Source: an optimization exercise on an open RTL-to-GDS flow (aim: small area, a short achievable clock period and few clock cycles). Production flows keep margins and buffers that such runs may drop. In this exercise RTL edits were held to simulation tests only and were not proved equivalent to the original.

north:
## msrcc
module msrcc (
    input  wire       clk,
    input  wire       rst,           
    input  wire       bus_valid,
    input  wire       bus_we,
    input  wire [9:0] bus_addr,
    input  wire [7:0] bus_wdata,
    output reg        bus_ready,
    output reg  [7:0] bus_rdata
);
    localparam PB = 3;               
    localparam P  = 1 << PB;         
    localparam TB = 8 - PB;
    localparam T  = 1 << TB;         
    localparam A_CMD    = 10'h000;
    localparam A_STATUS = 10'h001;
    localparam A_DIN    = 10'h002;
    localparam A_DOUT   = 10'h003;
    localparam A_LEN    = 10'h004;
    localparam A_OLEN   = 10'h005;
    localparam A_EIDX   = 10'h006;
    reg [7:0] cmd_r;
    reg [7:0] status_r;
    reg [7:0] din_r;
    reg [7:0] dout_r;
    reg [7:0] len_r;
    reg [7:0] olen_r;
    reg [7:0] eidx_r;
    reg [PB-1:0] g;                  
    reg [TB-1:0] cs;                 
    wire [7:0]   cur = {cs, g};      
    reg          run;                
    reg          chk;                
    reg [PB-1:0] cnt;                
    reg  [19:0]  run_sel;            
    wire         rf_dec = run_sel[18];
    wire         rf_pd  = run_sel[16];   
    reg [7:0]    run_n;              
  ...
Size: roughly 9500 cells after synthesis, roughly 4200 flip-flops, about 31 I/O pins, about 120000 µm² of cells after synthesis.
==> flow/config.mk <==
export PLATFORM = sky130hd
export DESIGN_NAME = msrcc
export DESIGN_NICKNAME = msrcc
export VERILOG_FILES = /design/flow/design.v
export SDC_FILE = /design/flow/constraint.sdc
export NUM_CORES = 4
export LEC_CHECK = 0
export CAP_MARGIN = 20
export CORE_MARGIN = 2
export CORE_UTILIZATION = 40
export CTS_BUF_LIST = sky130_fd_sc_hd__clkbuf_8
export CTS_CLUSTER_SIZE = 20
export PLACE_DENSITY = 0.6
export SETUP_SLACK_MARGIN = 3.8
export SLEW_MARGIN = 20
==> flow/constraint.sdc <==
create_clock -name core_clock -period 8.0 [get_ports {clk}]
set_input_delay 1.6000 -clock core_clock [delete_from_list [all_inputs] [get_ports {clk}]]
set_output_delay 1.6000 -clock core_clock [all_outputs]
set_load 0.01 [all_outputs]
run.sh (not shown) runs the stock make flow with config.mk's settings and CLKGATE_MAP_FILE= SYNTH_SCRIPT=/design/flow/synth_recipe.tcl, a recipe that flattens the netlist after the stock synthesis.
Testbench counts of north, summed over its fixed seeds: cycles 63,184.
For south, these inputs were changed with respect to north:
-- flow/design.v --
<<< north, line 40
    wire ok_p5 = sel[13], ok_e5 = sel[14], w7 = sel[15];
    wire p4  = x[0] ^ x[1] ^ x[2] ^ x[3];
    wire q   = p4 ^ x[4];
    wire m7  = (p7 & x[5]) | (e7 & x[6]);
    wire c54 = x[5] | x[4];
    wire n54 = x[5] & x[4];
    assign y[0] = (d5 & x[4]) | (d7 & x[6]) | (k5 & p4) | ((p7 | e7) & (q ^ m7)) | (af & x[0]);
    assign y[1] = ((d5 | k5) & x[3]) | ((d7 | p7) & x[5]) | (e7 & x[6]) | (af & x[1]);
    assign y[2] = ((d5 | k5 | af) & x[2]) | ((d7 | p7 | e7) & x[4]);
>>> south, line 40
    wire ok_p5 = sel[13], ok_e5 = sel[14], w7 = sel[15];
    wire p4  = x[0] ^ x[1] ^ x[2] ^ x[3];
    wire p6  = p4 ^ x[4] ^ x[5];
    wire pe7 = p4 ^ x[4] ^ x[6];
    wire c54 = x[5] | x[4];
    wire n54 = x[5] & x[4];
    assign y[0] = (d5 & x[4]) | (d7 & x[6]) | (k5 & p4) | (p7 & p6) | (e7 & pe7) | (af & x[0]);
    assign y[1] = ((d5 | k5) & x[3]) | ((d7 | p7) & x[5]) | (e7 & x[6]) | (af & x[1]);
    assign y[2] = ((d5 | k5 | af) & x[2]) | ((d7 | p7 | e7) & x[4]);
<<< north, line 65
                (f5 & (x[7] | x[6] | n54)) |
                (f7 & (x[7] | x[6] | x[5]));
    assign pm = q ^ (w7 & (x[5] ^ x[6]));
endmodule
module msrcc (
>>> south, line 65
                (f5 & (x[7] | x[6] | n54)) |
                (f7 & (x[7] | x[6] | x[5]));
    assign pm = x[0] ^ x[1] ^ x[2] ^ x[3] ^ x[4] ^ (w7 & (x[5] ^ x[6]));
endmodule
module msrcc (
<<< north, line 109
    reg          acc_pmis;
    reg          acc_rxp;
    reg  [8:0] sq;
    reg  [7:0] okb;
    wire [7:0] wv = bus_wdata;
    wire [7:0] okv = {
        ~wv[7] & (wv[6] ^ wv[5]),                         
        wv[7] | wv[6] | wv[5],                            
        ~(wv[7] & wv[6] & wv[5]),                         
        ~(wv[7] | wv[6]),                                 
        (wv[7:4] == 4'b0011),                             
        wv[7] | wv[6] | (wv[5] & wv[4]),                  
        ~(wv[7] & wv[6] & (wv[5] | wv[4])),               
        (wv[7:4] == 4'b0000)                              
    };
    wire [1:0] wfi = (wcmd_fn == 3'd2) ? 2'd0 : (wcmd_fn == 3'd3) ? 2'd1 :
                     (wcmd_fn == 3'd4) ? 2'd2 : 2'd3;
    wire       skip_chk = ({1'b0, len_r} <= sq) & okb[{wcmd_w7, wfi}];
    wire cpass = run & chk;
    wire wpass = run & ~chk;
>>> south, line 109
    reg          acc_pmis;
    reg          acc_rxp;
    wire cpass = run & chk;
    wire wpass = run & ~chk;
<<< north, line 274
            acc_pmis <= 1'b0;
            acc_rxp  <= 1'b0;
            sq       <= 9'd0;
            okb      <= 8'h00;
        end else begin
            if (ibuf_wr) begin
                if (bus_addr[7:0] == 8'd0) begin
                    sq  <= 9'd1;
                    okb <= okv;
                end else if ({1'b0, bus_addr[7:0]} == sq) begin
                    sq  <= sq + 9'd1;
                    okb <= okb & okv;
                end else if ({1'b0, bus_addr[7:0]} < sq) begin
                    okb <= okb & okv;
                end
            end
            g  <= g + 1'b1;
            cs <= cur_inc[7:PB];
>>> south, line 258
            acc_pmis <= 1'b0;
            acc_rxp  <= 1'b0;
        end else begin
            g  <= g + 1'b1;
            cs <= cur_inc[7:PB];
<<< north, line 309
                    end else begin
                        run      <= 1'b1;
                        chk      <= wsel[17] & ~skip_chk;
                        cnt      <= {PB{1'b0}};
                        run_sel  <= wsel;
>>> south, line 280
                    end else begin
                        run      <= 1'b1;
                        chk      <= wsel[17];
                        cnt      <= {PB{1'b0}};
                        run_sel  <= wsel;
--- outcome ---
When the final numbers for south and north were put side by side, the finished layout cell area turned out to be smaller in south. Between south and north, it is south whose met2 usage in global routing is higher, by 0.85 points. In terms of multiplexer fraction of the synthesized cell area, south and north differ only marginally. Relative to north, all-layer global routing usage has increased by 0.30 points in south. Going from north to south, core utilization about even, clock-buffer cell count rose 4.
Testbench counts of south, summed over its fixed seeds: cycles 64,968.

## separate check: timing with driven ports
How much do the figures lean on ideal ports? The routed layouts below were timed once more, with nothing changed but the port constraints.
Step 1 (the two cells are an assumption about what drives the block):
set clk [get_ports {clk}]
set_driving_cell -lib_cell sky130_fd_sc_hd__clkbuf_16 $clk
set_driving_cell -lib_cell sky130_fd_sc_hd__buf_2 [delete_from_list [all_inputs] $clk]
Step 2 also shifts input and output timing later by t, the mid clock arrival at the registers, as if the neighbouring blocks saw the same clock.
Slacks: ideal / step 1 / step 2; pairs: ideal / step 1.
| run | shift t [ns] | setup WS [ns] | worst hold slack (ns) | clock arrival spread, ns | worst data-port slew with drivers (ns) |
|---|---|---|---|---|---|
| north | 1.155 | 2.661 / 2.602 / 2.600 | 0.256 / 0.256 / 0.256 | 0.109 / 0.109 | 0.19 |
| south | 1.131 | 3.034 / 2.991 / 2.644 | 0.266 / 0.266 / 0.266 | 0.113 / 0.113 | 0.08 |
After both steps every run listed still meets setup and hold. The setup slack of south, which loses most, moves by -0.043 ns with the drivers and by -0.390 ns with both steps.
